This design comes from an exercise in tuning for small area, a short achievable clock period and few clock cycles on the open sky130 flow, not from production work.
At most, simulation tests tie the RTL to the original design; equivalence was not proved.
For runs 3 and 4, only the layout was checked, not whether the RTL still works.
Power and IR drop assume default switching activity.

==> design/flow/design.v <==
module ifsb_crc_rom (
    input  wire [7:0]  addr,
    output wire [15:0] data
);
    wire [7:0] x = addr;
    wire [3:0] y = x[3:0] ^ x[7:4];
    assign data[0]  = y[0];
    assign data[1]  = y[1];
    assign data[2]  = y[2];
    assign data[3]  = y[3] ^ x[0];
    assign data[4]  = x[1];
    assign data[5]  = x[2];
    assign data[6]  = x[3];
    assign data[7]  = y[0];
    assign data[8]  = y[1] ^ x[0];
    assign data[9]  = y[2] ^ x[1];
    assign data[10] = y[3] ^ x[2];
    assign data[11] = x[3];
    assign data[12] = y[0];
    assign data[13] = y[1];
    assign data[14] = y[2];
    assign data[15] = y[3];
endmodule
module ifsb_codec (
    input  wire        clk,
    input  wire        rst,
    input  wire        req_valid,
    input  wire [7:0]  req_data,
    output wire        req_ready,
    output wire        dout_valid,
    output wire [7:0]  dout_data,
    input  wire        dout_ready,
    output wire        rsp_valid,
    input  wire        rsp_ready,
    output wire [3:0]  rsp_code,
    output wire        rsp_has_status,
    output wire [7:0]  rsp_status,
    output wire [15:0] rsp_value,
    output wire [7:0]  rsp_consumed,
    output wire [31:0] rsp_info
);
    localparam [3:0] R_OK          = 4'd0;
    localparam [3:0] R_NO_RESPONSE = 4'd1;
    localparam [3:0] R_NOOP        = 4'd2;
    localparam [3:0] R_SYNC_ERR    = 4'd3;
    localparam [3:0] R_TRUNCATED   = 4'd4;
    localparam [3:0] R_LEN_ERR     = 4'd5;
    localparam [3:0] R_CRC_ERR     = 4'd6;
    localparam [3:0] R_ENC_ERR     = 4'd7;
    localparam [3:0] R_ILLEGAL_OP  = 4'd11;
    localparam [15:0] K_FC = 16'h3DE3;    
    reg  [1:0]  hc;         
    reg         hv;         
    reg  [2:0]  op;
    reg         bad;        
    reg  [7:0]  cmd;
    reg  [7:0]  rem;        
    reg         dmode;      
    reg         rr;         
    reg  [7:0]  abuf;       
    reg         dv;         
    reg         anew;       
    reg  [7:0]  bbuf;       
    reg         bv;
    reg  [15:0] acc;        
    reg  [15:0] crc_reg;    
    reg s_idle, s_rsp;
    reg s_elen, s_ecmd, s_edata, s_elo, s_ehi, s_eend;
    reg s_crc, s_drain;
    reg s_pb0, s_pb1, s_pb2, s_pdata, s_plo, s_phi, s_pchk, s_pdone;
    reg go_q;               
    reg abort;              
    reg  [3:0]  r_code;
    reg         r_hs;
    reg  [7:0]  r_status;
    reg  [7:0]  r_cons;
    reg  [15:0] r_info;     
    wire fire   = req_valid & rr;
    wire dfire  = fire & dmode;
    wire hfire  = fire & ~dmode;
    wire afree  = ~dv | dout_ready;
    wire rem1   = (rem == 8'd1);
    wire remz   = (rem == 8'd0);
    wire cmdz   = (cmd == 8'd0);
    wire [15:0] rom_q;
    ifsb_crc_rom u_rom (
        .addr (acc[7:0] ^ abuf),
        .data (rom_q)
    );
    wire [15:0] step_out = {8'h00, acc[15:8]} ^ rom_q;
    wire [15:0] acc_now  = anew ? step_out : acc;
    wire hdr_last  = hfire & (hc == 2'd3);
    wire exec_free = s_idle | (s_rsp & rsp_ready);
    wire go        = (hv | hdr_last) & exec_free;
    wire op_is1    = (op == 3'd1);
    wire pre_ill   = bad |
                     ((op == 3'd0) & ~(cmdz & remz)) |
                     (op_is1 & ~remz) |
                     (((op == 3'd2) | (op == 3'd4)) & ~cmdz);
    wire op_crc    = ~pre_ill & ((op == 3'd0) | op_is1 | (op == 3'd2));
    wire op_enc    = ~pre_ill & (op == 3'd3);
    wire enc_err   = op_enc & (rem > 8'd250);
    wire op_encok  = op_enc & ~enc_err;
    wire op_parse  = ~pre_ill & (op == 3'd4);
    wire rsv1_bad  = (req_data != 8'h00);
    wire run       = ~abort;        
    wire init      = go_q & run;    
    wire outbyte   = s_edata | s_pdata;
    wire s_ptrunc  = s_pb1 | s_pb2 | s_pdata | s_plo | s_phi;   
    wire pend      = ~dmode;                                       
    wire d_zero    = (req_data == 8'h00);
    wire d_sync    = (req_data == 8'hFC);
    wire d_short   = (req_data < 8'd5);
    wire [7:0] cons_p3 = r_cons + 8'd3;
    wire [7:0] cons_m3 = r_cons - 8'd3;
    wire last_pay  = (cons_p3 == r_info[7:0]);
    wire len5      = (r_info[7:0] == 8'd5);
    wire crc_match = (r_info == acc);
    wire pb0_fire  = s_pb0 & dfire;
    wire pb1_fire  = s_pb1 & dfire;
    wire pb2_fire  = s_pb2 & dfire;
    wire pd_fire   = s_pdata & dfire;
    wire plo_fire  = s_plo & dfire;
    wire phi_fire  = s_phi & dfire;
    wire p_noresp  = s_pb0 & pend;
    wire p_trunc   = s_ptrunc & pend;
    wire p_noop    = pb0_fire & d_zero;
    wire p_sync    = pb0_fire & ~d_zero & ~d_sync;
    wire p_lenerr  = pb1_fire & d_short;
    wire p_check   = s_pchk & ~anew & ~bv;
    wire p_ok      = p_check & crc_match;
    wire p_crcerr  = p_check & ~crc_match;
    wire p_done_n  = s_pdone & pend & ~bv & ~dv;
    wire e_len     = s_elen & afree;
    wire e_cmd     = s_ecmd & afree;
    wire e_last    = s_edata & dfire & rem1;
    wire e_lo      = s_elo & afree & ~bv;
    wire e_hi      = s_ehi & afree;
    wire e_end     = s_eend & dout_ready;
    wire c_end     = s_crc & pend & ~anew & ~go_q;
    wire dr_end    = s_drain & pend;
    wire rsp_done  = s_rsp & rsp_ready;
    wire rsp_raise = run & (e_end | c_end | dr_end | p_done_n);
    wire err_end   = p_done_n & (r_code == R_CRC_ERR);
    wire err_st    = s_pdone & (r_code == R_CRC_ERR);
    wire b_ld      = ~bv & ~s_rsp;
    wire [7:0] bbuf_d = outbyte ? req_data : ({8{err_st}} & acc[7:0]);
    wire bv_n     = bv ? ~afree : (dfire & outbyte & ~afree);
    wire hv_n     = ~go & (hv | hdr_last);
    wire s_elen_n = go ? op_encok : (s_elen & ~afree & run);
    wire s_ecmd_n = ~go & run & (e_len | (s_ecmd & ~afree));
    wire dmode_n  = go ? (op_encok | ~remz) :
                    (e_cmd & run) ? ~remz :
                    (dfire & rem1) ? 1'b0 : dmode;
    wire rr_n     = dmode_n ? (~bv_n & ~s_elen_n & ~s_ecmd_n) : ~hv_n;
    wire a_req  = dfire & ((outbyte & afree) | s_crc | s_pb0 | s_pb1 | s_pb2);
    wire a_b    = bv & afree;
    wire a_fc   = go & op_encok;
    wire a_len  = e_len;
    wire a_cmd  = e_cmd | (init & s_crc & op_is1);
    wire a_lo   = e_lo;
    wire a_hi   = e_hi | err_end;
    wire hc3    = (hc == 2'd3);
    wire al_p0  = (bv & ~dv) | (~dv & (s_elen | s_ecmd | (s_elo & ~bv) | s_ehi)) |
                  (go_q & s_crc & op_is1 & run) |
                  (run & ((s_crc & pend & ~anew & ~go_q) | (s_drain & pend) |
                          (s_pdone & pend & ~bv & ~dv))) |
                  (hv & s_idle & op_encok);
    wire al_p1  = rr & dmode & ((outbyte & ~dv) | s_crc | s_pb0 | s_pb1 | s_pb2);
    wire al_p1i = rr & ~dmode & hc3 & s_idle & op_encok;
    wire al_p2  = bv | s_elen | s_ecmd | (s_elo & ~bv) | s_ehi | (s_eend & run);
    wire al_p3  = rr & dmode & outbyte;
    wire al_p4  = hv & s_rsp & op_encok;
    wire al_p5  = rr & ~dmode & hc3 & s_rsp & op_encok;
    wire a_ld   = al_p0 | (req_valid & (al_p1 | al_p1i)) | (dout_ready & al_p2) |
                  (req_valid & dout_ready & al_p3) | (rsp_ready & al_p4) |
                  (req_valid & rsp_ready & al_p5);
    wire [7:0] len_byte = rem + 8'd5;
    wire sel_req = dmode & ~bv & (outbyte | s_crc | s_pb0 | s_pb1 | s_pb2);
    wire sel_fc  = s_idle | s_rsp;
    wire sel_cmd = s_ecmd | (go_q & s_crc & op_is1);
    wire sel_lo  = s_elo & ~bv;
    wire sel_hi  = s_ehi | (err_st & ~bv);
    wire [7:0] abuf_d = ({8{sel_req}} & req_data) |
                        ({8{bv}}      & bbuf) |
                        ({8{sel_fc}}  & 8'hFC) |
                        ({8{s_elen}}  & len_byte) |
                        ({8{sel_cmd}} & cmd) |
                        ({8{sel_lo}}  & acc_now[7:0]) |
                        ({8{sel_hi}}  & acc[15:8]);
    wire dv_set  = (a_req & outbyte) | a_b | (a_fc & ~(hdr_last & rsv1_bad)) |
                   a_len | e_cmd | a_lo | e_hi;
    wire dv_d    = run & (dv_set | (dv & ~dout_ready));
    wire anew_d  = run & (a_req | a_b | a_fc | a_len | a_cmd);
    wire acc_fc   = init & s_elen;
    wire acc_crc  = init & s_crc & op_is1;
    wire acc_ld   = go_q | p_done_n | anew;
    wire acc_stp  = ~go_q & ~p_done_n;
    wire [15:0] acc_d = ({16{acc_crc}} & crc_reg) |
                        ({16{acc_fc}}  & K_FC) |
                        ({16{acc_stp}} & step_out);
    wire crc_ld   = c_end;              
    wire code_ld  = go | abort | p_noresp | p_trunc | p_noop | p_sync | p_lenerr | p_crcerr;
    wire [3:0] code_d = ({4{go & pre_ill}}  & R_ILLEGAL_OP) |
                        ({4{go & enc_err}}  & R_ENC_ERR) |
                        ({4{abort}}         & R_ILLEGAL_OP) |
                        ({4{p_noresp}}      & R_NO_RESPONSE) |
                        ({4{p_trunc}}       & R_TRUNCATED) |
                        ({4{p_noop}}        & R_NOOP) |
                        ({4{p_sync}}        & R_SYNC_ERR) |
                        ({4{p_lenerr}}      & R_LEN_ERR) |
                        ({4{p_crcerr}}      & R_CRC_ERR);
    wire hs_ld    = go_q | p_noop | p_ok;
    wire hs_d     = run & (p_noop | p_ok);
    wire st_req   = pb2_fire;
    wire st_clr   = go_q | p_trunc | p_crcerr;
    wire [7:0] status_d = {8{s_pb2 & dmode}} & req_data;
    wire cons_clr = go_q;
    wire cons_inc = pb0_fire | pb1_fire | pb2_fire | pd_fire | plo_fire | phi_fire;
    wire [7:0] cons_d = cons_clr ? {7'd0, pb0_fire & run} : (r_cons + 8'd1);
    wire i_req_lo = run & (pb0_fire | pb1_fire | plo_fire);
    wire i_req_hi = phi_fire;
    wire i_n      = init & s_drain & (r_code == R_ENC_ERR);
    wire i_got    = s_pdata & pend;
    wire i_clr    = go_q | abort | p_ok | p_noresp | p_trunc;
    wire i_lo_ld  = i_req_lo | i_clr;
    wire i_hi_ld  = i_req_hi | i_clr;
    wire i_sel_lo = run & dmode & (s_pb0 | s_pb1 | s_plo);
    wire i_sel_hi = dmode & s_phi;
    wire [7:0] info_lo_d = ({8{i_sel_lo}} & req_data) |
                           ({8{i_n}}      & rem) |
                           ({8{i_got}}    & cons_m3) |
                           {7'd0, s_phi & pend};
    wire [7:0] info_hi_d = ({8{i_sel_hi}} & req_data) |
                           {6'd0, (s_pdata | s_plo | s_phi) & pend,
                                  (s_pb2 | s_plo | s_phi) & pend};
    always @(posedge clk) begin
        if (rst) begin
            hc      <= 2'd0;
            hv      <= 1'b0;
            dmode   <= 1'b0;
            rr      <= 1'b1;
            dv      <= 1'b0;
            anew    <= 1'b0;
            bv      <= 1'b0;
            crc_reg <= 16'h0000;
            go_q    <= 1'b0;
            abort   <= 1'b0;
            s_idle  <= 1'b1;
            s_rsp   <= 1'b0;
            s_elen  <= 1'b0;  s_ecmd  <= 1'b0;  s_edata <= 1'b0;
            s_elo   <= 1'b0;  s_ehi   <= 1'b0;  s_eend  <= 1'b0;
            s_crc   <= 1'b0;  s_drain <= 1'b0;
            s_pb0   <= 1'b0;  s_pb1   <= 1'b0;  s_pb2   <= 1'b0;
            s_pdata <= 1'b0;  s_plo   <= 1'b0;  s_phi   <= 1'b0;
            s_pchk  <= 1'b0;  s_pdone <= 1'b0;
        end else begin
            dmode <= dmode_n;
            hv    <= hv_n;
            bv    <= bv_n;
            rr    <= rr_n;
            dv    <= dv_d;
            anew  <= anew_d;
            go_q  <= go;
            abort <= go & ~hv & ~pre_ill & rsv1_bad;
            if (crc_ld)
                crc_reg <= acc;
            s_idle  <= go ? 1'b0 : (s_idle | rsp_done);
            s_rsp   <= (~go & run & s_rsp & ~rsp_ready) | rsp_raise;
            s_elen  <= s_elen_n;
            s_ecmd  <= s_ecmd_n;
            s_edata <= run & ((e_cmd & ~remz) | (s_edata & ~e_last));
            s_elo   <= (e_cmd & remz) | e_last | (s_elo & ~e_lo);
            s_ehi   <= e_lo | (s_ehi & ~e_hi);
            s_eend  <= e_hi | (s_eend & ~e_end);
            s_crc   <= (go & op_crc) | (s_crc & ~c_end & run);
            s_drain <= (go & (pre_ill | enc_err)) | abort | (s_drain & ~pend);
            s_pb0   <= (go & op_parse) | (s_pb0 & ~pend & ~dfire & run);
            s_pb1   <= run & ((pb0_fire & d_sync) | (s_pb1 & ~pend & ~dfire));
            s_pb2   <= (pb1_fire & ~d_short) | (s_pb2 & ~pend & ~dfire);
            s_pdata <= (pb2_fire & ~len5) | (s_pdata & ~pend & ~(dfire & last_pay));
            s_plo   <= (pb2_fire & len5) | (pd_fire & last_pay) | (s_plo & ~pend & ~dfire);
            s_phi   <= plo_fire | (s_phi & ~pend & ~dfire);
            s_pchk  <= phi_fire | (s_pchk & ~p_check);
            s_pdone <= run & (p_noresp | p_trunc | p_noop | p_sync | p_lenerr | p_check |
                              (s_pdone & ~p_done_n));
        end
        if (hfire) begin
            hc <= hc + 2'd1;
            if (hc == 2'd0) begin
                op  <= req_data[2:0];
                bad <= (req_data[7:3] != 5'd0) |
                       (req_data[2] & (req_data[1] | req_data[0]));
            end
            if (hc == 2'd1)
                cmd <= req_data;
            if (hc == 2'd3)
                bad <= bad | rsv1_bad;
        end
        if (hfire & (hc == 2'd2))
            rem <= req_data;
        else if (dfire)
            rem <= rem - 8'd1;
        if (rst)
            hc <= 2'd0;
        if (b_ld)
            bbuf <= bbuf_d;
        if (a_ld)
            abuf <= abuf_d;
        if (acc_ld)
            acc <= acc_d;
        if (code_ld)
            r_code <= code_d;
        if (hs_ld)
            r_hs <= hs_d;
        if (st_req | st_clr)
            r_status <= status_d;
        if (cons_clr | cons_inc)
            r_cons <= cons_d;
        if (i_lo_ld)
            r_info[7:0] <= info_lo_d;
        if (i_hi_ld)
            r_info[15:8] <= info_hi_d;
    end
    assign req_ready      = rr;
    assign dout_valid     = dv;
    assign dout_data      = abuf;
    assign rsp_valid      = s_rsp;
    assign rsp_code       = r_code;
    assign rsp_has_status = r_hs;
    assign rsp_status     = r_status;
    assign rsp_value      = acc;
    assign rsp_consumed   = r_cons;
    assign rsp_info       = {abuf, bbuf, r_info};
endmodule
==> design/flow/flow/run.sh <==
#!/bin/bash
set -euo pipefail
bash standard.sh SETUP_SLACK_MARGIN=6.8 \
  "BUFFER_PORTS_ARGS=-buffer_cell sky130_fd_sc_hd__buf_1" \
  finish > standard_flow.log 2>&1
==> design/flow/standard.sh <==
#!/bin/bash
# synth_recipe.tcl (not shown) runs the flow's synth.tcl, then flattens the netlist and writes it again
# the make line also repeats each setting of config.mk as NAME=value (left out here)
make -C /OpenROAD-flow-scripts/flow DESIGN_CONFIG=/design/flow/config.mk WORK_HOME=/design/flow/orfs CLKGATE_MAP_FILE= SYNTH_SCRIPT=/design/flow/synth_recipe.tcl "${@:-finish}"
==> design/flow/config.mk <==
export PLATFORM = sky130hd
export DESIGN_NAME = ifsb_codec
export DESIGN_NICKNAME = ifsb_codec
export VERILOG_FILES = /design/flow/design.v
export SDC_FILE = /design/flow/constraint.sdc
export NUM_CORES = 4
export LEC_CHECK = 0
export CAP_MARGIN = 20
export CORE_MARGIN = 2
export CORE_UTILIZATION = 40
export SLEW_MARGIN = 20
==> design/flow/constraint.sdc <==
create_clock -name core_clock -period 10.0 [get_ports {clk}]
set_input_delay 2.0000 -clock core_clock [delete_from_list [all_inputs] [get_ports {clk}]]
set_output_delay 2.0000 -clock core_clock [all_outputs]
set_load 0.01 [all_outputs]
==> results of run 1 <==
-- where the power goes --
group | total [mW] | leakage (nW) | switching, mW | internal [mW]
sequential | 0.599 | 1.17 | 0.00863 | 0.591
clock | 0.601 | 0.279 | 0.251 | 0.350
combinational | 0.0507 | 1.55 | 0.0337 | 0.0170
total | 1.25 | 3.00 | 0.294 | 0.958
-- synthesized netlist by cell type, types with 3 or more instances --
library cell and number:
sky130_fd_sc_hd__nand2b_1 11, sky130_fd_sc_hd__a22o_1 13, sky130_fd_sc_hd__nor2b_1 10, sky130_fd_sc_hd__a21o_1 5, sky130_fd_sc_hd__dfxtp_1 44, sky130_fd_sc_hd__a21oi_1 56, sky130_fd_sc_hd__mux2i_1 4, sky130_fd_sc_hd__nor2_1 49
sky130_fd_sc_hd__nand3b_1 6, sky130_fd_sc_hd__xnor2_1 51, sky130_fd_sc_hd__o31ai_1 4, sky130_fd_sc_hd__a221oi_1 7, sky130_fd_sc_hd__o21ai_0 25, sky130_fd_sc_hd__clkbuf_1 27, sky130_fd_sc_hd__xnor3_1 4, sky130_fd_sc_hd__buf_2 6
sky130_fd_sc_hd__nand3_1 19, sky130_fd_sc_hd__nor3_1 21, sky130_fd_sc_hd__nand4_1 10, sky130_fd_sc_hd__a22oi_1 12, sky130_fd_sc_hd__edfxtp_1 89, sky130_fd_sc_hd__xor2_1 16, sky130_fd_sc_hd__and3_1 19, sky130_fd_sc_hd__and2_1 3
sky130_fd_sc_hd__nor4_1 9, sky130_fd_sc_hd__inv_1 24, sky130_fd_sc_hd__ha_1 11, sky130_fd_sc_hd__buf_4 8, sky130_fd_sc_hd__nand2_1 73, sky130_fd_sc_hd__or3_1 6, sky130_fd_sc_hd__mux2_2 3, sky130_fd_sc_hd__a31oi_1 6
sky130_fd_sc_hd__or4_1 3, sky130_fd_sc_hd__buf_1 5, sky130_fd_sc_hd__or2_2 6, sky130_fd_sc_hd__a221o_1 9, sky130_fd_sc_hd__a222oi_1 4
-- worst min-delay path by stage --
stage,from,to,slack [ns],depth (start not counted)
6_report,crc_reg[1],crc_reg[1],0.46,2
5_1_grt,crc_reg[12],crc_reg[12],0.48,2
4_1_cts,crc_reg[1],crc_reg[1],0.46,2
3_5_place_dp,crc_reg[1],crc_reg[1],0.45,2
3_3_place_gp,crc_reg[15],crc_reg[15],0.44,2
2_1_floorplan,hv,abort,0.42,1
-- what timing repair did --
action	CTS	global route
cloned	0	0
hold endpoints to repair	0	0
gates resized for setup	14	5
setup endpoints to repair	40	39
pin swaps	1	3
setup buffers	9	15
hold buffers	0	0
-- per-layer routing --
metal,track usage [%],vias to the layer above
met2,37.7,348
li1,-,2813
met5,0,-
met3,4.05,56
met1,32.4,3043
met4,8.81,0
-- cell families (layout without fill, tap and decap cells) --
| logic type | after synthesis | count (layout) |
|---|---|---|
| muxes | 7 | 7 |
| DFF | 133 | 133 |
| AOI/OAI and AO/OA | 163 | 163 |
| adders and majority gates | 11 | 11 |
| buffers and inverters | 73 | 175 |
| xor gates and xnor gates | 73 | 73 |
| and+or+nand+nor | 259 | 259 |
-- through the flow --
stage / util (%) / total power [mW] / std cells / hold slack [ns]
after floorplan: - / 0.640 / 719 / 0.424
after global placement: 43.4 / 0.656 / 994 / 0.442
after detailed placement: 43.4 / 0.658 / 994 / 0.448
after CTS: 47.2 / 1.25 / 1035 / 0.456
after global routing: 47.9 / 1.29 / 1050 / 0.476
final: 47.9 / 1.25 / 1050 / 0.455
-- final cells by class --
| class | instances | area [µm²] | area share [%] |
|---|---|---|---|
| inverter | 24 | 90.1 | 1.05 |
| clock buffer | 18 | 439 | 5.14 |
| tap | 229 | 287 | 3.35 |
| timing repair buffer | 119 | 576 | 6.73 |
| multi-input combinational | 513 | 3480 | 40.7 |
| clock inverter | 14 | 128 | 1.49 |
| sequential | 133 | 3550 | 41.6 |
==> reports/qor.log, run 1 <==
[yosys] share of synthesized area occupied by flip-flops and latches 49.1%
[placement] estimated wirelength of the detail-placed design 16.2 mm
[grt] number of antenna violations at the first check in global routing 0
[yosys] combinational family with the most area after synthesis simple AND/OR/NAND/NOR gates
[floorplanning] floorplan die area 19200 µm²
[sta] total setup violations reported at the end of the flow 0
[sta] maximum clock rate 316 MHz
[cells_and_area] Area Overhead vs Synth 18.1%
[yosys] fraction of synthesized cell area taken by the top area cell type 36.9%
[cells_and_area] antenna diode count 0
[critical_path] number of cells on the critical path 1
[route] final routed wire length divided by cell count 21.7 µm
[route] starting DRC count in detailed routing 607
[yosys] post-synthesis share of cell area spent on and, or, nand and nor gates 18.5%
[yosys] arithmetic-cell share of the synthesized area counting full adders, half adders and majority gates 1.90%
[yosys] post-synthesis share of cell area spent on xor and xnor gates 9.91%
[cells_and_area] proportion of layout cells with a drive suffix above 1 12.2%
[cells_and_area] fill count 1659
[sta] shortest period the worst path allows 3.17 ns
[sta] headroom to the max-slew limit 27.9%
[clock_tree] cell at the root of the clock tree sky130_fd_sc_hd__clkbuf_16
[route] met2 routed wirelength 10.7 mm
[cells_and_area] most frequent cells in the layout sky130_fd_sc_hd__edfxtp_1, sky130_fd_sc_hd__buf_1, sky130_fd_sc_hd__nand2_1
[yosys] mapped cell area 7240 µm²
[clock_tree] clock-pin slew reported for the worst setup and hold paths after clock tree synthesis 0.06 ns
[yosys] number of nets in the synthesized netlist 743
[critical_path] startpoint-to-endpoint class of the critical path flip-flop to output pin
[grt] combined global-route utilization of all metal layers 23.6%
[floorplanning] die boundary height 138 µm
[yosys] share of flip-flops with an asynchronous set or reset 0%
[cells_and_area] post-route cell area 8550 µm²
[floorplanning] starting density of the core 40.6%
[run_status] result of the run timing/DRC/antenna clean
[pwr] worst supply voltage drop on vdd 0.120 mV
[critical_path] start point of the critical path acc[4]
[pwr] pwr/cell area 146 nW/µm²
[route] sum of met3 wire segment lengths after detailed routing 1.74 mm
[critical_path] buffers and inverters on the worst path 1
[floorplanning] number of top-level design ports 93
[sta] Hold Fails Final Rpt 0
[sta] actual slew at the worst max-slew pin 1.07 ns
[sta] least setup slack across all paths after layout 6.83 ns
[critical_path] cells traversed along the worst timing path buf_1
[route] routed metal-1 wirelength 9.66 mm
[critical_path] required time of the worst setup path 8.00 ns
[route] per-cell via count in the routed design 5.96
[floorplanning] std cell rows 49
[grt] total congestion overflow 0
[critical_path] data arrival time of the worst path 1.17 ns
[route] WL final 22.8 mm
[critical_path] CP max stage delay 0.54 ns
[sta] final worst path period share 31.7%
[sta] setup repair after global routing missed its margin false
[placement] input/output buffers 92
[floorplanning] width of the chip 138 µm
[clock_tree] CTS Buf Count 17
[flow_run] max cap viols 0
[critical_path] library cell contributing the largest single delay on the critical path sky130_fd_sc_hd__edfxtp_1
[grt] vias in the first global route 5971
[critical_path] Register-to-Register Setup Slack 7.25 ns
[critical_path] CP Capture Point rsp_value[4]
[route] via count of the routed design 6260
[clock_tree] worst skew pair latency 0.43 ns
[route] highest routing layer actually used met4
[yosys] unique cell type count in the Yosys netlist 71
[sta] Total Neg Setup Slack 0 ns
[sta] number of max-slew violations in the final report 0
[yosys] complex-gate fraction of the synthesized area 15.1%
[clock_tree] buffer depth of the longest clock path 2
[yosys] Synthesis Warnings 1
[yosys] synthesized area divided by synthesized cell count 10.1 µm²
[critical_path] endpoint kind of the worst setup timing path output pin
[critical_path] RR Endpoint r_info[0]
[clock_tree] number of H-tree levels 4
[critical_path] Top delay family on crit path flip-flops
[yosys] main flop type after synthesis sky130_fd_sc_hd__edfxtp_1
[hold_path] worst hold-check path type flip-flop to flip-flop
[critical_path] Worst R2R Path Depth 4
[critical_path] reg2reg start go_q
[grt] maximum number of pins on one net before global-route repair 41
[placement] Cell Area, Placed 7740 µm²
[pwr] leakage power figure 3.00 nW
[placement] Routability Congestion 0.964
[cells_and_area] most common library cell in the layout ignoring fill and taps sky130_fd_sc_hd__edfxtp_1
[critical_path] type of element launching the critical path flip-flop
[route] DRC errors left 0
[grt] first-pass GRT wire length 35.0 mm
[clock_tree] TritonCTS clock tree yes
[critical_path] maximum fanout count along the critical path 6
[yosys] register bit total from synthesis 133
[cells_and_area] layout net count 832
[placement] dpl ws 6.14 ns
[yosys] number of flops mapped to enable cells by yosys 89
[sta] Fin Clk Skew 0.00985 ns
[route] number of nets with antenna violations after detailed routing 0
[yosys] Cells after Synth 719
[clock_tree] total clock sinks 133
[route] DRT Pass-1 Iters 6
[floorplanning] Core Box Area 17800 µm²
[yosys] cell accounting for the most synthesized area sky130_fd_sc_hd__edfxtp_1
[yosys] share of synthesized area spent on multiplexers 1.02%
[yosys] main area contributors after synthesis sky130_fd_sc_hd__edfxtp_1, sky130_fd_sc_hd__dfxtp_1, sky130_fd_sc_hd__xnor2_1
Testbench counts, summed over its fixed seeds: cycles 72,419.
==> run 2: changes to the inputs <==
==> design/flow/flow/run.sh (replaced) <==
#!/bin/bash
set -euo pipefail
bash standard.sh SETUP_SLACK_MARGIN=7.0 \
  "BUFFER_PORTS_ARGS=-buffer_cell sky130_fd_sc_hd__buf_1" \
  finish > standard_flow.log 2>&1
==> run 2 against run 1 <==
Still clean on timing, DRC and antenna. Final cell count rose by 5.3%. Register-to-register slack barely moved. Non-clock buffer count rose by 56. Global-route usage rose by 1.3 points. Sequential share of layout area fell by 3.1 points. Core utilization rose by 3.9 points. Combinational power rose by about 20%. Setup slack improved by 0.074 ns. Via count rose by 4.0%. Sequential power barely moved. Total power rose by 4.4%. Routed wire length rose by 4.7%.
==> reports/qor.log, run 2 <==
[route] DRC errors left 0
[pwr] pwr/cell area 141 nW/µm²
[route] starting DRC count in detailed routing 740
[cells_and_area] most frequent cells in the layout sky130_fd_sc_hd__edfxtp_1, sky130_fd_sc_hd__buf_4, sky130_fd_sc_hd__nand2_1
[placement] Routability Congestion 0.900
[critical_path] RR Endpoint r_info[11]
[yosys] cell accounting for the most synthesized area sky130_fd_sc_hd__edfxtp_1
[cells_and_area] final core area utilization 51.8%
[yosys] unique cell type count in the Yosys netlist 71
[clock_tree] clock-pin slew reported for the worst setup and hold paths after clock tree synthesis 0.06 ns
[grt] total congestion overflow 0
[critical_path] Register-to-Register Setup Slack 7.26 ns
[sta] least setup slack across all paths after layout 6.91 ns
[critical_path] required time of the worst setup path 10.16 ns
[grt] routing usage on met3 4.81%
[yosys] main flop type after synthesis sky130_fd_sc_hd__edfxtp_1
[grt] met2 Resource Use GR 39.0%
[route] DRT Pass-1 Iters 6
[yosys] mapped cell area 7240 µm²
[cells_and_area] layout net count 888
[clock_tree] worst skew pair latency 0.43 ns
[yosys] register bit total from synthesis 133
[cells_and_area] post-route cell area 9240 µm²
[sta] total setup violations reported at the end of the flow 0
[pwr] Final Total Pwr 1.31 mW
[grt] combined global-route utilization of all metal layers 24.9%
[critical_path] endpoint kind of the worst setup timing path flip-flop
[critical_path] data arrival time of the worst path 3.25 ns
[yosys] share of synthesized area occupied by flip-flops and latches 49.1%
[hold_path] end of the worst hold path crc_reg[1]
[sta] number of max-slew violations in the final report 0
[pwr] leakage power figure 3.50 nW
[yosys] fraction of synthesized cell area taken by the top area cell type 36.9%
[yosys] number of nets in the synthesized netlist 743
[clock_tree] number of H-tree levels 4
[cells_and_area] fill count 1631
[hold_path] Worst Hold Launch crc_reg[1]
[sta] maximum clock rate 323 MHz
[cells_and_area] proportion of layout cells with a drive suffix above 1 25.2%
[floorplanning] floorplan die area 19200 µm²
[grt] busiest grt layer met2
[grt] maximum number of pins on one net before global-route repair 41
[yosys] main area contributors after synthesis sky130_fd_sc_hd__edfxtp_1, sky130_fd_sc_hd__dfxtp_1, sky130_fd_sc_hd__xnor2_1
[critical_path] startpoint-to-endpoint class of the critical path primary input to flip-flop
[route] via count of the routed design 6513
[route] number of nets with antenna violations after detailed routing 0
[clock_tree] hold buffer count at CTS 0
[clock_tree] cell at the root of the clock tree sky130_fd_sc_hd__clkbuf_16
[floorplanning] starting density of the core 40.6%
[yosys] Synthesis Warnings 1
[grt] first-pass GRT wire length 36.7 mm
[floorplanning] number of top-level design ports 93
[floorplanning] Core Box Area 17800 µm²
[clock_tree] total clock sinks 133
[flow_run] max cap viols 0
[critical_path] Worst R2R Path Depth 7
[grt] vias in the first global route 6249
[clock_tree] CTS Buf Count 17
[yosys] share of flip-flops with an asynchronous set or reset 0%
[grt] met1 global-route usage 33.3%
[floorplanning] std cell rows 49
[sta] setup repair after global routing missed its margin true
[sta] shortest period the worst path allows 3.09 ns
[hold_path] number of cells traversed by the worst hold path 2
[critical_path] reg2reg start acc[6]
[cells_and_area] Area Overhead vs Synth 27.7%
[yosys] synthesized area divided by synthesized cell count 10.1 µm²
[floorplanning] die boundary height 138 µm
[run_status] result of the run timing/DRC/antenna clean
[critical_path] maximum fanout count along the critical path 3
[cells_and_area] antenna diode count 0
[hold_path] worst hold-check path type flip-flop to flip-flop
[yosys] count leader, synth sky130_fd_sc_hd__edfxtp_1
[sta] headroom to the max-slew limit 28.2%
[yosys] number of flops mapped to enable cells by yosys 89
[sta] Total Neg Setup Slack 0 ns
[route] WL final 23.9 mm
[clock_tree] TritonCTS clock tree yes
[critical_path] type of element launching the critical path primary input
[sta] Hold Fails Final Rpt 0
[sta] Fin Clk Skew 0.0118 ns
[cells_and_area] most common library cell in the layout ignoring fill and taps sky130_fd_sc_hd__edfxtp_1
[yosys] Synth top cells by count sky130_fd_sc_hd__edfxtp_1, sky130_fd_sc_hd__nand2_1, sky130_fd_sc_hd__a21oi_1
[placement] estimated wirelength of the detail-placed design 16.3 mm
[placement] dpl ws 6.07 ns
[placement] Cell Area, Placed 7750 µm²
[placement] input/output buffers 92
[clock_tree] buffer depth of the longest clock path 2
[floorplanning] width of the chip 138 µm
[sta] actual slew at the worst max-slew pin 1.07 ns
[yosys] Cells after Synth 719
[sta] final worst path period share 30.9%
[route] per-cell via count in the routed design 5.89
[grt] number of antenna violations at the first check in global routing 0
[pwr] worst supply voltage drop on vdd 0.126 mV
[route] final routed wire length divided by cell count 21.6 µm
-- run 2: changes by cell type in the layout (fill, tap and decap cells not counted), moves of 2 or more --
cell                       before  now
sky130_fd_sc_hd__buf_1         82   31
sky130_fd_sc_hd__buf_12         1    5
sky130_fd_sc_hd__buf_2          8    2
sky130_fd_sc_hd__buf_4         27   81
sky130_fd_sc_hd__buf_6          0    4
sky130_fd_sc_hd__clkbuf_2       1   50
sky130_fd_sc_hd__clkinv_4       6    4
sky130_fd_sc_hd__dfxtp_1       44   41
sky130_fd_sc_hd__dfxtp_2        0    2
sky130_fd_sc_hd__inv_6          2    7
sky130_fd_sc_hd__nand3_1       16   14
-- run 2: how the worst max path moves through the flow --
| stage | start | end | slack [ns] | cells past startpoint |
|---|---|---|---|---|
| 2_1_floorplan | req_data[1] | r_code[0] | 6.70 | 5 |
| 3_3_place_gp | req_data[2] | r_code[0] | 6.18 | 6 |
| 3_5_place_dp | req_data[2] | r_code[2] | 6.07 | 6 |
| 4_1_cts | abuf[3] | dout_data[3] | 6.92 | 1 |
| 5_1_grt | req_data[0] | r_code[0] | 6.90 | 6 |
| 6_report | req_data[0] | r_code[0] | 6.91 | 6 |
-- run 2: layer usage --
layer	wire length [µm]	up-vias	part of all wire, %
li1	-	2925	-
met4	927	0	3.9
met2	11100	369	47
met1	9970	3153	42
met5	0	-	0
met3	1830	66	7.7
-- run 2: cells by family after synthesis --
family | share of synthesized area, %
AOI/OAI and AO/OA | 15.1
xor gates and xnor gates | 9.91
adders and majority gates | 1.90
buffers and inverters | 4.44
DFF | 49.1
muxes | 1.02
and+or+nand+nor | 18.5
-- run 2: repair_timing --
action,4_1_cts,5_1_grt
cloned,0,0
setup endpoints to repair,106,102
resized for setup,44,62
pin swaps,8,4
setup buffers,59,21
-- run 2: stage by stage --
step	hold WS, ns	cells
finish	0.457	1106
CTS	0.458	1085
global placement	0.442	994
detailed placement	0.449	994
global route	0.469	1106
floorplan	0.424	719
-- run 2: power by group --
group / leakage [nW] / switching (mW) / total [mW] / internal [mW]
registers: 1.17 / 0.00823 / 0.599 / 0.591
logic: 2.03 / 0.0360 / 0.0607 / 0.0246
clock network: 0.302 / 0.259 / 0.648 / 0.388
total: 3.50 / 0.303 / 1.31 / 1.00
-- run 2: worst max-delay path, stage by stage --
cell and delay (ns):
sky130_fd_sc_hd__buf_12 0.10, sky130_fd_sc_hd__or2_4 0.24, sky130_fd_sc_hd__or3_4 0.36, sky130_fd_sc_hd__nand3_4 0.12, sky130_fd_sc_hd__nor2_1 0.05, sky130_fd_sc_hd__or3b_1 0.37
-- run 2: cell type report --
cell class                      instances  area (µm²)  share of cell area [%]
Clock buffer                           18         450                    4.87
Clock inverter                         14         161                    1.75
Inverter                               24        90.1                   0.975
Multi-Input combinational cell        513        3540                    38.3
Sequential cell                       133        3560                    38.5
Tap cell                              229         287                    3.10
Timing Repair Buffer                  175        1150                    12.5
==> run 3: changes to the inputs <==
--- a/design/flow/design.v
+++ b/design/flow/design.v
@@ -111,10 +111,9 @@
     wire d_zero    = (req_data == 8'h00);
     wire d_sync    = (req_data == 8'hFC);
     wire d_short   = (req_data < 8'd5);
-    wire [7:0] cons_p3 = r_cons + 8'd3;
     wire [7:0] cons_m3 = r_cons - 8'd3;
-    wire last_pay  = (cons_p3 == r_info[7:0]);
-    wire len5      = (r_info[7:0] == 8'd5);
+    wire last_pay  = (r_info[7:0] == 8'd5);
+    wire len5      = last_pay;
     wire crc_match = (r_info == acc);
     wire pb0_fire  = s_pb0 & dfire;
     wire pb1_fire  = s_pb1 & dfire;
@@ -223,11 +222,14 @@
     wire i_n      = init & s_drain & (r_code == R_ENC_ERR);
     wire i_got    = s_pdata & pend;
     wire i_clr    = go_q | abort | p_ok | p_noresp | p_trunc;
-    wire i_lo_ld  = i_req_lo | i_clr;
+    wire i_dec    = run & (pb2_fire | pd_fire);
+    wire i_lo_ld  = i_req_lo | i_dec | i_clr;
     wire i_hi_ld  = i_req_hi | i_clr;
     wire i_sel_lo = run & dmode & (s_pb0 | s_pb1 | s_plo);
     wire i_sel_hi = dmode & s_phi;
+    wire i_sel_dec = dmode & (s_pb2 | s_pdata);
     wire [7:0] info_lo_d = ({8{i_sel_lo}} & req_data) |
+                           ({8{i_sel_dec}} & (r_info[7:0] - 8'd1)) |
                            ({8{i_n}}      & rem) |
                            ({8{i_got}}    & cons_m3) |
                            {7'd0, s_phi & pend};
==> design/flow/flow/run.sh (replaced) <==
#!/bin/bash
set -euo pipefail
bash standard.sh SETUP_SLACK_MARGIN=6.5 \
  "BUFFER_PORTS_ARGS=-buffer_cell sky130_fd_sc_hd__buf_1" \
  finish > standard_flow.log 2>&1
==> run 3 against run 2 <==
Critical path depth did not move. Clock-buffer cell count decreased by 1. Setup slack worse by 0.39 ns. Sequential power up 6.8%. Routed wire length decreased by 3.4%. Die area shrank 0.74%. Via count down 3.9%. Clock power down 9.6%. Final cell count shrank 6.1%. Largest cell class unchanged. Largest power group is now sequential cells. Highest routed layer unchanged.
==> reports/qor.log, run 3 <==
[run_status] result of the run timing/DRC/antenna clean
[yosys] count leader, synth sky130_fd_sc_hd__edfxtp_1
[cells_and_area] number of standard cells in the final layout excluding fillers 1039
[route] number of nets with antenna violations after detailed routing 0
[critical_path] CP max stage delay 0.53 ns
[sta] Hold Fails Final Rpt 0
[cells_and_area] most frequent cells in the layout sky130_fd_sc_hd__edfxtp_1, sky130_fd_sc_hd__buf_1, sky130_fd_sc_hd__nand2_1
[floorplanning] floorplan die area 19000 µm²
[clock_tree] TritonCTS clock tree yes
[critical_path] library cell contributing the largest single delay on the critical path sky130_fd_sc_hd__or4b_4
[critical_path] buffers and inverters on the worst path 1
[critical_path] Register-to-Register Setup Slack 7.24 ns
[yosys] unique cell type count in the Yosys netlist 60
[grt] vias in the first global route 5923
[route] DRC errors left 0
[yosys] fraction of synthesized cell area taken by the top area cell type 37.2%
[critical_path] reg2reg start r_info[6]
[yosys] main area contributors after synthesis sky130_fd_sc_hd__edfxtp_1, sky130_fd_sc_hd__dfxtp_1, sky130_fd_sc_hd__xnor2_1
[yosys] cell accounting for the most synthesized area sky130_fd_sc_hd__edfxtp_1
[cells_and_area] final core area utilization 47.8%
[placement] input/output buffers 92
[critical_path] cells traversed along the worst timing path buf_12, or3_4, nor4b_4, o31ai_2, a22oi_2, or4b_4
[pwr] Final Total Pwr 1.36 mW
[yosys] number of nets in the synthesized netlist 753
[yosys] number of flops mapped to enable cells by yosys 89
[route] DRT Pass-1 Iters 9
[sta] Min Hold Slack 0.460 ns
[sta] setup repair after global routing missed its margin true
[clock_tree] CTS Buf Count 17
[sta] Total Neg Setup Slack 0 ns
[critical_path] startpoint-to-endpoint class of the critical path primary input to flip-flop
[yosys] share of flip-flops with an asynchronous set or reset 0%
[floorplanning] starting density of the core 41.2%
[floorplanning] std cell rows 48
[clock_tree] number of H-tree levels 4
[clock_tree] clock-pin slew reported for the worst setup and hold paths after clock tree synthesis 0.06 ns
[route] via count of the routed design 6262
[clock_tree] cell at the root of the clock tree sky130_fd_sc_hd__clkbuf_16
[hold_path] number of cells traversed by the worst hold path 2
[cells_and_area] footprint of the multi-input gates 3380 µm²
[cells_and_area] area of all sequential standard cells 3550 µm²
[grt] first-pass GRT wire length 34.6 mm
[clock_tree] total clock sinks 133
[hold_path] worst hold-check path type flip-flop to flip-flop
[floorplanning] width of the chip 138 µm
[critical_path] required time of the worst setup path 10.17 ns
[hold_path] end of the worst hold path crc_reg[14]
[pwr] worst supply voltage drop on vdd 0.122 mV
[yosys] register bit total from synthesis 133
[sta] number of max-slew violations in the final report 0
[flow_run] max cap viols 0
[clock_tree] buffer depth of the longest clock path 2
[route] starting DRC count in detailed routing 691
[cells_and_area] layout net count 826
[cells_and_area] most common library cell in the layout ignoring fill and taps sky130_fd_sc_hd__edfxtp_1
[grt] total congestion overflow 0
[sta] actual slew at the worst max-slew pin 0.999 ns
[critical_path] RR Endpoint r_info[1]
[grt] number of antenna violations at the first check in global routing 0
[sta] final worst path period share 34.8%
[sta] shortest period the worst path allows 3.48 ns
[yosys] synthesized area divided by synthesized cell count 9.86 µm²
[placement] Routability Congestion 0.951
[critical_path] type of element launching the critical path primary input
[yosys] Synthesis Warnings 1
[cells_and_area] antenna diode count 0
[floorplanning] number of top-level design ports 93
[grt] combined global-route utilization of all metal layers 24.7%
[clock_tree] worst skew pair latency 0.43 ns
[sta] total setup violations reported at the end of the flow 0
[cells_and_area] Area Overhead vs Synth 16.0%
[critical_path] data arrival time of the worst path 3.65 ns
[critical_path] maximum fanout count along the critical path 4
[critical_path] Top delay family on crit path simple AND/OR/NAND/NOR gates
[pwr] pwr/cell area 164 nW/µm²
[sta] headroom to the max-slew limit 32.9%
[yosys] Synth top cells by count sky130_fd_sc_hd__edfxtp_1, sky130_fd_sc_hd__nand2_1, sky130_fd_sc_hd__nor2_1
[cells_and_area] fill count 1678
[route] WL final 23.0 mm
[pwr] leakage power figure 2.93 nW
[cells_and_area] proportion of layout cells with a drive suffix above 1 9.71%
[route] final routed wire length divided by cell count 22.2 µm
[hold_path] Worst Hold Launch crc_reg[14]
[critical_path] endpoint kind of the worst setup timing path flip-flop
[sta] maximum clock rate 287 MHz
[critical_path] Worst R2R Path Depth 5
[yosys] share of synthesized area occupied by flip-flops and latches 49.5%
[yosys] Cells after Synth 728
[placement] estimated wirelength of the detail-placed design 16.6 mm
[floorplanning] Core Box Area 17400 µm²
[placement] placed cell count 995
[route] per-cell via count in the routed design 6.03
[floorplanning] die boundary height 138 µm
[sta] Fin Clk Skew 0.00985 ns
[yosys] main flop type after synthesis sky130_fd_sc_hd__edfxtp_1
[grt] maximum number of pins on one net before global-route repair 37
[yosys] mapped cell area 7180 µm²
[run 3: power by group]
| group | switching, mW | internal [mW] |
|---|---|---|
| logic | 0.0889 | 0.0473 |
| registers | 0.0295 | 0.611 |
| clock network | 0.264 | 0.322 |
| total | 0.382 | 0.980 |
[run 3: how the worst max path moves through the flow]
stage | from | endpoint | cells after the start
CTS | req_data[2] | r_code[1] | 6
global placement | req_data[2] | r_code[2] | 6
detailed placement | req_data[2] | r_code[1] | 6
finish | req_data[2] | r_code[1] | 6
floorplan | req_data[1] | r_code[0] | 6
global route | req_data[2] | r_code[0] | 6
[run 3: cells by family (layout without fill, tap and decap cells)]
family	Yosys count	in the layout	synth area share, %
compound gates	175	175	16.3
flops	133	133	49.5
mux	3	3	0.418
simple gates	266	266	18.9
fa+ha+maj	12	12	2.09
buf+inv	69	155	4.23
xor+xnor	70	70	8.54
[run 3: timing repair]
| item | in CTS | in global routing |
|---|---|---|
| endpoints found under the setup margin | 5 | 14 |
| gates resized for setup | 22 | 6 |
| hold buffers | 0 | 0 |
| pin swaps | 4 | 3 |
| buffers inserted | 11 | 1 |
[run 3: layout make-up]
class,count,area share (%)
Clock buffer,17,5.11
Clock inverter,15,1.46
Inverter,15,0.676
Multi-Input combinational cell,526,40.6
Sequential cell,133,42.6
Tap cell,225,3.38
Timing Repair Buffer,108,6.14
[run 3: layer usage]
layer	share of wire [%]	routed length (µm)	vias to the layer above	global-route usage, %
met3	8.1	1880	59	5.59
met2	46	10700	325	38.6
li1	-	-	2819	-
met5	0	0	-	0
met4	4.2	975	0	12.8
met1	41	9490	3059	32.1
[run 3: worst min-delay path, cell delays in order, from the launching register on]
cell,delay (ns)
sky130_fd_sc_hd__dfxtp_1,0.31
sky130_fd_sc_hd__nand2_1,0.05
sky130_fd_sc_hd__a21oi_1,0.05
[run 3: stage by stage]
step	area, µm²	worst slack (ns)
global route	8330	6.46
CTS	8290	6.48
global placement	7600	5.70
finish	8330	6.52
detailed placement	7600	5.68
floorplan	7200	6.16
==> run 4: changes to the inputs <==
==> design/flow/flow/run.sh (replaced) <==
#!/bin/bash
set -euo pipefail
bash standard.sh SETUP_SLACK_MARGIN=6.8 \
  "BUFFER_PORTS_ARGS=-buffer_cell sky130_fd_sc_hd__buf_1" \
  finish > standard_flow.log 2>&1
==> run 4 against run 3 <==
Clock skew is 0.0033 ns lower. Routed wire length increased by 5.3%. Combinational power is 4% higher. Critical endpoint unchanged. Register-to-register slack worse by 0.20 ns. Fmax grew 1.2%. First-iteration DRC count up 7.7%. Hold slack got worse by 0.0024 ns. Highest routed layer unchanged. Critical path depth unchanged. Core utilization up 0.96 points. Clock power is 6.5% higher. Setup slack gained 0.042 ns.
==> reports/qor.log, run 4 <==
[yosys] main flop type after synthesis sky130_fd_sc_hd__edfxtp_1
[sta] Fin Clk Skew 0.00651 ns
[sta] Hold Fails Final Rpt 0
[yosys] share of synthesized area spent on multiplexers 0.418%
[sta] number of max-slew violations in the final report 0
[critical_path] maximum fanout count along the critical path 4
[pwr] worst supply voltage drop on vdd 0.127 mV
[sta] actual slew at the worst max-slew pin 1.08 ns
[cells_and_area] number of standard cells in the final layout excluding fillers 1051
[critical_path] data arrival time of the worst path 3.61 ns
[route] via count of the routed design 6378
[yosys] combinational family with the most area after synthesis simple AND/OR/NAND/NOR gates
[grt] maximum number of pins on one net before global-route repair 37
[yosys] Synthesis Warnings 1
[critical_path] Worst R2R Path Depth 6
[yosys] Cells after Synth 728
[clock_tree] cell at the root of the clock tree sky130_fd_sc_hd__clkbuf_16
[yosys] cell accounting for the most synthesized area sky130_fd_sc_hd__edfxtp_1
[placement] dpl ws 5.66 ns
[floorplanning] floorplan die area 19000 µm²
[clock_tree] TritonCTS clock tree yes
[sta] total setup violations reported at the end of the flow 0
[sta] Total Neg Setup Slack 0 ns
[placement] Routability Congestion 0.940
[yosys] unique cell type count in the Yosys netlist 60
[clock_tree] buffer depth of the longest clock path 2
[yosys] register bit total from synthesis 133
[sta] setup repair after global routing missed its margin true
[route] per-cell via count in the routed design 6.07
[route] DRC errors left 0
[floorplanning] die boundary height 138 µm
[clock_tree] total clock sinks 133
[critical_path] Register-to-Register Setup Slack 7.04 ns
[hold_path] end of the worst hold path crc_reg[8]
[yosys] number of flops mapped to enable cells by yosys 89
[critical_path] RR Endpoint r_info[6]
[floorplanning] number of top-level design ports 93
[run_status] result of the run timing/DRC/antenna clean
[yosys] complex-gate fraction of the synthesized area 16.3%
[route] WL final 24.3 mm
[yosys] count leader, synth sky130_fd_sc_hd__edfxtp_1
[sta] headroom to the max-slew limit 27.6%
[pwr] pwr/cell area 165 nW/µm²
[critical_path] required time of the worst setup path 10.17 ns
[yosys] share of flip-flops with an asynchronous set or reset 0%
[critical_path] startpoint-to-endpoint class of the critical path primary input to flip-flop
[grt] total congestion overflow 0
[placement] input/output buffers 92
[cells_and_area] antenna diode count 0
[route] final routed wire length divided by cell count 23.1 µm
[clock_tree] number of H-tree levels 4
[hold_path] number of cells traversed by the worst hold path 2
[yosys] number of nets in the synthesized netlist 753
[pwr] part of the power in the clock network 44.5%
[cells_and_area] layout net count 838
[clock_tree] clock-pin slew reported for the worst setup and hold paths after clock tree synthesis 0.06 ns
[sta] least setup slack across all paths after layout 6.56 ns
[route] starting DRC count in detailed routing 744
[cells_and_area] Area Overhead vs Synth 18.3%
[grt] vias in the first global route 6054
[route] number of nets with antenna violations after detailed routing 0
[grt] first-pass GRT wire length 36.2 mm
[pwr] leakage power figure 3.03 nW
[flow_run] max cap viols 0
[cells_and_area] final core area utilization 48.8%
[critical_path] endpoint kind of the worst setup timing path flip-flop
[pwr] power spent charging and discharging nets 0.370 mW
[yosys] share of synthesized area occupied by flip-flops and latches 49.5%
[pwr] combinational group share of total power 10.0%
[placement] estimated wirelength of the detail-placed design 17.3 mm
[yosys] Synth top cells by count sky130_fd_sc_hd__edfxtp_1, sky130_fd_sc_hd__nand2_1, sky130_fd_sc_hd__nor2_1
[critical_path] reg2reg start acc[6]
[pwr] internal power component 1.03 mW
[yosys] main area contributors after synthesis sky130_fd_sc_hd__edfxtp_1, sky130_fd_sc_hd__dfxtp_1, sky130_fd_sc_hd__xnor2_1
[pwr] net switching share of the total power 26.4%
[sta] shortest period the worst path allows 3.44 ns
[yosys] post-synthesis share of cell area spent on and, or, nand and nor gates 18.9%
[critical_path] type of element launching the critical path primary input
[floorplanning] std cell rows 48
[yosys] synthesized area divided by synthesized cell count 9.86 µm²
[cells_and_area] proportion of layout cells with a drive suffix above 1 12.0%
[sta] Min Hold Slack 0.458 ns
[hold_path] Worst Hold Launch crc_reg[8]
[yosys] mapped cell area 7180 µm²
[cells_and_area] most frequent cells in the layout sky130_fd_sc_hd__edfxtp_1, sky130_fd_sc_hd__buf_1, sky130_fd_sc_hd__nand2_1
[yosys] arithmetic-cell share of the synthesized area counting full adders, half adders and majority gates 2.09%
[floorplanning] width of the chip 138 µm
[placement] placed cell count 995
[clock_tree] CTS Buf Count 17
[grt] combined global-route utilization of all metal layers 26.0%
[yosys] fraction of synthesized cell area taken by the top area cell type 37.2%
[floorplanning] starting density of the core 41.2%
[route] DRT Pass-1 Iters 5
[critical_path] start point of the critical path req_data[1]
[cells_and_area] most common library cell in the layout ignoring fill and taps sky130_fd_sc_hd__edfxtp_1
[sta] final worst path period share 34.4%
[hold_path] worst hold-check path type flip-flop to flip-flop
[floorplanning] Core Box Area 17400 µm²
[clock_tree] worst skew pair latency 0.43 ns
[sta] maximum clock rate 291 MHz
[grt] number of antenna violations at the first check in global routing 0
[pwr] sequential fraction of design power 45.5%
[yosys] post-synthesis share of cell area spent on xor and xnor gates 8.54%
[run 4: cell types whose count changed in the layout (fill, tap and decap cells not counted), moves of 2 or more]
cell	before	now
sky130_fd_sc_hd__clkinv_4	2	4
sky130_fd_sc_hd__clkbuf_16	17	19
sky130_fd_sc_hd__inv_6	6	2
sky130_fd_sc_hd__clkinvlp_4	4	1
sky130_fd_sc_hd__buf_4	16	28
sky130_fd_sc_hd__inv_4	0	2
sky130_fd_sc_hd__and3_1	21	19
[run 4: cell families after synthesis]
kind of cell             count (synthesis)
buffers and inverters                   69
multiplexers                             3
flip-flops                             133
AND/OR/NAND/NOR                        266
XOR/XNOR                                70
AO/OA/AOI/OAI                          175
adder cells (fa/ha/maj)                 12
[run 4: cell type report]
| type | instances | area [µm²] |
|---|---|---|
| fillers | 1658 | 8920 |
| clock inverters | 13 | 118 |
| repair buffers | 120 | 602 |
| well taps | 225 | 282 |
| multi-input cells | 526 | 3410 |
| clock buffers | 19 | 475 |
| flip-flops and latches | 133 | 3550 |
| inverters | 15 | 56.3 |
[run 4: worst max-delay path, stage by stage]
cell and delay (ns):
sky130_fd_sc_hd__buf_12 0.10, sky130_fd_sc_hd__or3_4 0.39, sky130_fd_sc_hd__nor4b_4 0.27, sky130_fd_sc_hd__o31ai_2 0.11, sky130_fd_sc_hd__a22oi_2 0.20, sky130_fd_sc_hd__or4b_4 0.53
[run 4: worst max-delay path by stage]
stage           endpoint  depth (start not counted)
6_report       r_code[1]                          6
5_1_grt        r_code[3]                          6
3_3_place_gp   r_code[2]                          6
3_5_place_dp   r_code[2]                          6
2_1_floorplan  r_code[0]                          6
4_1_cts        r_code[2]                          6
[run 4: what timing repair did]
action | in CTS | in global routing
resized for setup | 28 | 11
setup buffers | 12 | 12
endpoints found under the setup margin | 30 | 49
pin swaps | 6 | 5
hold buffers | 0 | 0
hold endpoints to repair | 0 | 0
[run 4: layer usage]
metal / wire length (µm) / GRT usage (%) / share of wire, % / up-vias
li1: - / - / - / 2846
met1: 10000 / 34.4 / 41 / 3097
met2: 11300 / 41.2 / 47 / 374
met3: 2160 / 6.29 / 8.9 / 61
met4: 770 / 10.4 / 3.2 / 0
met5: 0 / 0 / 0 / -
[run 4: stage by stage]
step | instance area (µm²) | total power [mW]
floorplan | 7200 | 0.731
global placement | 7600 | 0.772
CTS | 8370 | 1.40
detailed placement | 7600 | 0.777
global route | 8500 | 1.45
finish | 8500 | 1.40
[run 4: power groups by stage]
| stage | Sequential, mW | Clock (mW) | Combinational (mW) |
|---|---|---|---|
| after floorplan | 0.637 | 0 | 0.0937 |
| after global placement | 0.648 | 0 | 0.124 |
| after detailed placement | 0.649 | 0 | 0.127 |
| after CTS | 0.638 | 0.629 | 0.135 |
| after global routing | 0.641 | 0.654 | 0.153 |
| final | 0.638 | 0.624 | 0.141 |
==> run 5: changes to the inputs <==
--- a/design/flow/design.v
+++ b/design/flow/design.v
@@ -199,16 +199,15 @@
                         ({16{acc_fc}}  & K_FC) |
                         ({16{acc_stp}} & step_out);
     wire crc_ld   = c_end;              
-    wire code_ld  = go | abort | p_noresp | p_trunc | p_noop | p_sync | p_lenerr | p_crcerr;
-    wire [3:0] code_d = ({4{go & pre_ill}}  & R_ILLEGAL_OP) |
-                        ({4{go & enc_err}}  & R_ENC_ERR) |
-                        ({4{abort}}         & R_ILLEGAL_OP) |
-                        ({4{p_noresp}}      & R_NO_RESPONSE) |
-                        ({4{p_trunc}}       & R_TRUNCATED) |
-                        ({4{p_noop}}        & R_NOOP) |
-                        ({4{p_sync}}        & R_SYNC_ERR) |
-                        ({4{p_lenerr}}      & R_LEN_ERR) |
-                        ({4{p_crcerr}}      & R_CRC_ERR);
+    wire code_ld  = go | abort | (s_pb0 & pend) | p_trunc | (pb0_fire & ~d_sync) |
+                    p_lenerr | p_crcerr;
+    wire [3:0] code_d = abort    ? R_ILLEGAL_OP :
+                        s_pb0    ? (~dmode ? R_NO_RESPONSE : d_zero ? R_NOOP : R_SYNC_ERR) :
+                        s_pb1    ? (~dmode ? R_TRUNCATED : R_LEN_ERR) :
+                        s_ptrunc ? R_TRUNCATED :
+                        s_pchk   ? R_CRC_ERR :
+                        pre_ill  ? R_ILLEGAL_OP :
+                        enc_err  ? R_ENC_ERR : R_OK;
     wire hs_ld    = go_q | p_noop | p_ok;
     wire hs_d     = run & (p_noop | p_ok);
     wire st_req   = pb2_fire;
==> design/flow/flow/run.sh (replaced) <==
#!/bin/bash
set -euo pipefail
bash standard.sh SETUP_SLACK_MARGIN=6.5 \
  "BUFFER_PORTS_ARGS=-buffer_cell sky130_fd_sc_hd__buf_1" \
  finish > standard_flow.log 2>&1
==> run 5 against run 4 <==
Still clean. Largest cell class unchanged. Critical path depth is the same. Critical path type unchanged. Clock power grew 7.7%. Sequential share of layout area grew 1.2 points. Synthesized cell count shrank 1.4%. Setup slack gained 0.040 ns. Highest routed layer unchanged. Core utilization shrank 2.5 points. Final area shrank 2.7%. Non-clock buffer count shrank 25. Clock-buffer cell count grew 5. Total power shrank 6.0%. Area after synthesis grew 0.28%. Die area grew 0.27%. Critical endpoint is now r_code[3].
==> reports/qor.log, run 5 <==
[run_status] result of the run timing/DRC/antenna clean
[clock_tree] buffer depth of the longest clock path 2
[pwr] internal power component 1.05 mW
[route] WL final 21.3 mm
[pwr] pwr/cell area 160 nW/µm²
[sta] least setup slack across all paths after layout 6.60 ns
[yosys] mapped cell area 7200 µm²
[grt] vias in the first global route 5569
[floorplanning] width of the chip 138 µm
[floorplanning] Core Box Area 17800 µm²
[route] DRC errors left 0
[clock_tree] total clock sinks 133
[clock_tree] CTS Buf Count 17
[sta] headroom to the max-slew limit 37.4%
[hold_path] worst hold-check path type flip-flop to flip-flop
[cells_and_area] Area Overhead vs Synth 14.8%
[yosys] Synth top cells by count sky130_fd_sc_hd__edfxtp_1, sky130_fd_sc_hd__nand2_1, sky130_fd_sc_hd__nor2_1
[floorplanning] std cell rows 49
[cells_and_area] fill count 1698
[route] starting DRC count in detailed routing 708
[critical_path] type of element launching the critical path primary input
[sta] shortest period the worst path allows 3.40 ns
[pwr] leakage power figure 2.84 nW
[yosys] share of flip-flops with an asynchronous set or reset 0%
[yosys] fraction of synthesized cell area taken by the top area cell type 37.1%
[grt] combined global-route utilization of all metal layers 22.4%
[route] DRT Pass-1 Iters 7
[critical_path] endpoint kind of the worst setup timing path flip-flop
[clock_tree] cell at the root of the clock tree sky130_fd_sc_hd__clkbuf_16
[clock_tree] number of H-tree levels 4
[sta] Hold Fails Final Rpt 0
[grt] first-pass GRT wire length 33.3 mm
[clock_tree] worst skew pair latency 0.42 ns
[pwr] net switching share of the total power 20.3%
[floorplanning] floorplan die area 19100 µm²
[placement] dpl ws 5.91 ns
[clock_tree] TritonCTS clock tree yes
[cells_and_area] area of all sequential standard cells 3550 µm²
[cells_and_area] antenna diode count 0
[sta] Total Neg Setup Slack 0 ns
[clock_tree] clock-pin slew reported for the worst setup and hold paths after clock tree synthesis 0.06 ns
[yosys] Synthesis Warnings 1
[route] via count of the routed design 5940
[yosys] cell accounting for the most synthesized area sky130_fd_sc_hd__edfxtp_1
[placement] placed cell count 992
[yosys] synthesized area divided by synthesized cell count 10.0 µm²
[cells_and_area] most common library cell in the layout ignoring fill and taps sky130_fd_sc_hd__edfxtp_1
[yosys] count leader, synth sky130_fd_sc_hd__edfxtp_1
[route] number of nets with antenna violations after detailed routing 0
[floorplanning] die boundary height 138 µm
[pwr] part of the power in the clock network 51.0%
[placement] Cell Area, Placed 7590 µm²
[grt] maximum number of pins on one net before global-route repair 40
[cells_and_area] proportion of layout cells with a drive suffix above 1 8.43%
[yosys] Cells after Synth 718
[yosys] number of nets in the synthesized netlist 743
[cells_and_area] footprint of the multi-input gates 3350 µm²
[pwr] sequential fraction of design power 45.6%
[critical_path] data arrival time of the worst path 3.50 ns
[cells_and_area] number of standard cells in the final layout excluding fillers 1024
[flow_run] max cap viols 0
[sta] total setup violations reported at the end of the flow 0
[yosys] main area contributors after synthesis sky130_fd_sc_hd__edfxtp_1, sky130_fd_sc_hd__dfxtp_1, sky130_fd_sc_hd__xor2_1
[pwr] combinational group share of total power 3.5%
[placement] Routability Congestion 0.940
[pwr] worst supply voltage drop on vdd 0.117 mV
[cells_and_area] most frequent cells in the layout sky130_fd_sc_hd__edfxtp_1, sky130_fd_sc_hd__buf_1, sky130_fd_sc_hd__nand2_1
[yosys] unique cell type count in the Yosys netlist 68
[yosys] number of flops mapped to enable cells by yosys 89
[placement] input/output buffers 92
[cells_and_area] layout net count 807
[sta] actual slew at the worst max-slew pin 0.940 ns
[sta] Fin Clk Skew 0.00996 ns
[floorplanning] starting density of the core 40.4%
[placement] estimated wirelength of the detail-placed design 15.5 mm
[critical_path] maximum fanout count along the critical path 11
[critical_path] required time of the worst setup path 10.10 ns
[yosys] register bit total from synthesis 133
[yosys] share of synthesized area occupied by flip-flops and latches 49.3%
[route] per-cell via count in the routed design 5.80
[floorplanning] number of top-level design ports 93
[sta] number of max-slew violations in the final report 0
[route] final routed wire length divided by cell count 20.8 µm
[sta] setup repair after global routing missed its margin true
[clock_tree] hold buffer count at CTS 0
[grt] number of antenna violations at the first check in global routing 0
[yosys] main flop type after synthesis sky130_fd_sc_hd__edfxtp_1
[cells_and_area] post-route cell area 8270 µm²
[sta] final worst path period share 34.0%
[pwr] power spent charging and discharging nets 0.268 mW
[grt] total congestion overflow 0
[sta] maximum clock rate 294 MHz
[critical_path] startpoint-to-endpoint class of the critical path primary input to flip-flop
[run 5: kinds of logic (layout without fill, tap and decap cells)]
logic type | count (synthesis) | in the layout | synth area share (%)
XOR/XNOR | 70 | 70 | 8.62
buffers and inverters | 67 | 144 | 4.66
multiplexers | 3 | 3 | 0.434
AO/OA/AOI/OAI | 164 | 164 | 16.0
AND/OR/NAND/NOR | 269 | 269 | 18.9
adder cells (fa/ha/maj) | 12 | 12 | 2.09
flip-flops | 133 | 133 | 49.3
[run 5: layout make-up]
type | instances | area share [%]
tap | 229 | 3.47
timing repair buffer | 95 | 4.53
sequential | 133 | 43.0
multi-input combinational | 518 | 40.5
clock inverter | 8 | 1.76
clock buffer | 24 | 5.96
inverter | 17 | 0.772
[run 5: path summary, 6_finish.rpt]
kind / startpoint / to / slack, ns / cells past startpoint
max: req_data[2] / r_code[3] / 6.60 / 6
min: crc_reg[9] / crc_reg[9] / 0.45 / 2
max reg2reg: bv / acc[11] / 7.02 / 3
min reg2reg: crc_reg[9] / crc_reg[9] / 0.45 / 2
[run 5: repair_timing]
action	in CTS	in global routing
cloned	0	0
endpoints found under the setup margin	4	21
endpoints found under the hold margin	0	0
resized for setup	2	8
buffers inserted	0	0
[run 5: per-layer routing]
layer	share of wire (%)	GRT usage, %	up-vias
met5	0	0	-
met4	1.8	5.05	0
met3	7.5	4.78	32
met2	47	35.9	275
met1	43	31.3	2875
li1	-	-	2758
[run 5: critical path, stage by stage]
cell and delay, ns:
sky130_fd_sc_hd__buf_2 0.28, sky130_fd_sc_hd__nand4_1 0.16, sky130_fd_sc_hd__nor4_2 0.44, sky130_fd_sc_hd__o22ai_1 0.15, sky130_fd_sc_hd__a21oi_1 0.21, sky130_fd_sc_hd__nand3_1 0.24
[run 5: per-stage QoR]
step	utilization (%)	hold slack (ns)	total power, mW
after global placement	42.5	0.443	0.656
after CTS	46.2	0.455	1.33
final	46.3	0.453	1.32
after detailed placement	42.6	0.446	0.657
after floorplan	-	0.429	0.639
after global routing	46.3	0.469	1.36
[run 5: power groups by stage]
| stage | registers, mW | logic, mW | clock network (mW) |
|---|---|---|---|
| after floorplan | 0.608 | 0.0312 | 0 |
| after global placement | 0.612 | 0.0438 | 0 |
| after detailed placement | 0.612 | 0.0444 | 0 |
| after CTS | 0.601 | 0.0448 | 0.680 |
| after global routing | 0.602 | 0.0509 | 0.704 |
| final | 0.601 | 0.0460 | 0.672 |
Testbench counts of run 5, summed over its fixed seeds: cycles 72,419.

-- static timing again, ports no longer ideal --
How much do the figures lean on ideal ports? The routed layouts below were timed once more, with nothing changed but the port constraints.
Step 1: set_driving_cell puts a clkbuf_16 on clk and a buf_2 on each other input, an assumption about the parent block.
Step 2 also shifts input and output timing later by t, the mid clock arrival at the registers, as if the neighbouring blocks saw the same clock.
Slacks: ideal / step 1 / step 2; pairs: ideal / step 1.
| run | shift t [ns] | setup WS [ns] | worst register clock-pin slew, ns | cell pins on the clock port's net |
|---|---|---|---|---|
| run 1 | 0.468 | 6.833 / 6.790 / 6.394 | 0.06 / 0.06 | 1 |
| run 2 | 0.465 | 6.907 / 6.900 / 6.435 | 0.07 / 0.07 | 1 |
| run 3 | 0.465 | 6.522 / 6.515 / 6.050 | 0.07 / 0.07 | 1 |
| run 4 | 0.469 | 6.564 / 6.561 / 6.092 | 0.06 / 0.06 | 1 |
| run 5 | 0.455 | 6.604 / 6.623 / 6.168 | 0.06 / 0.06 | 1 |
After both steps every run listed still meets setup and hold.
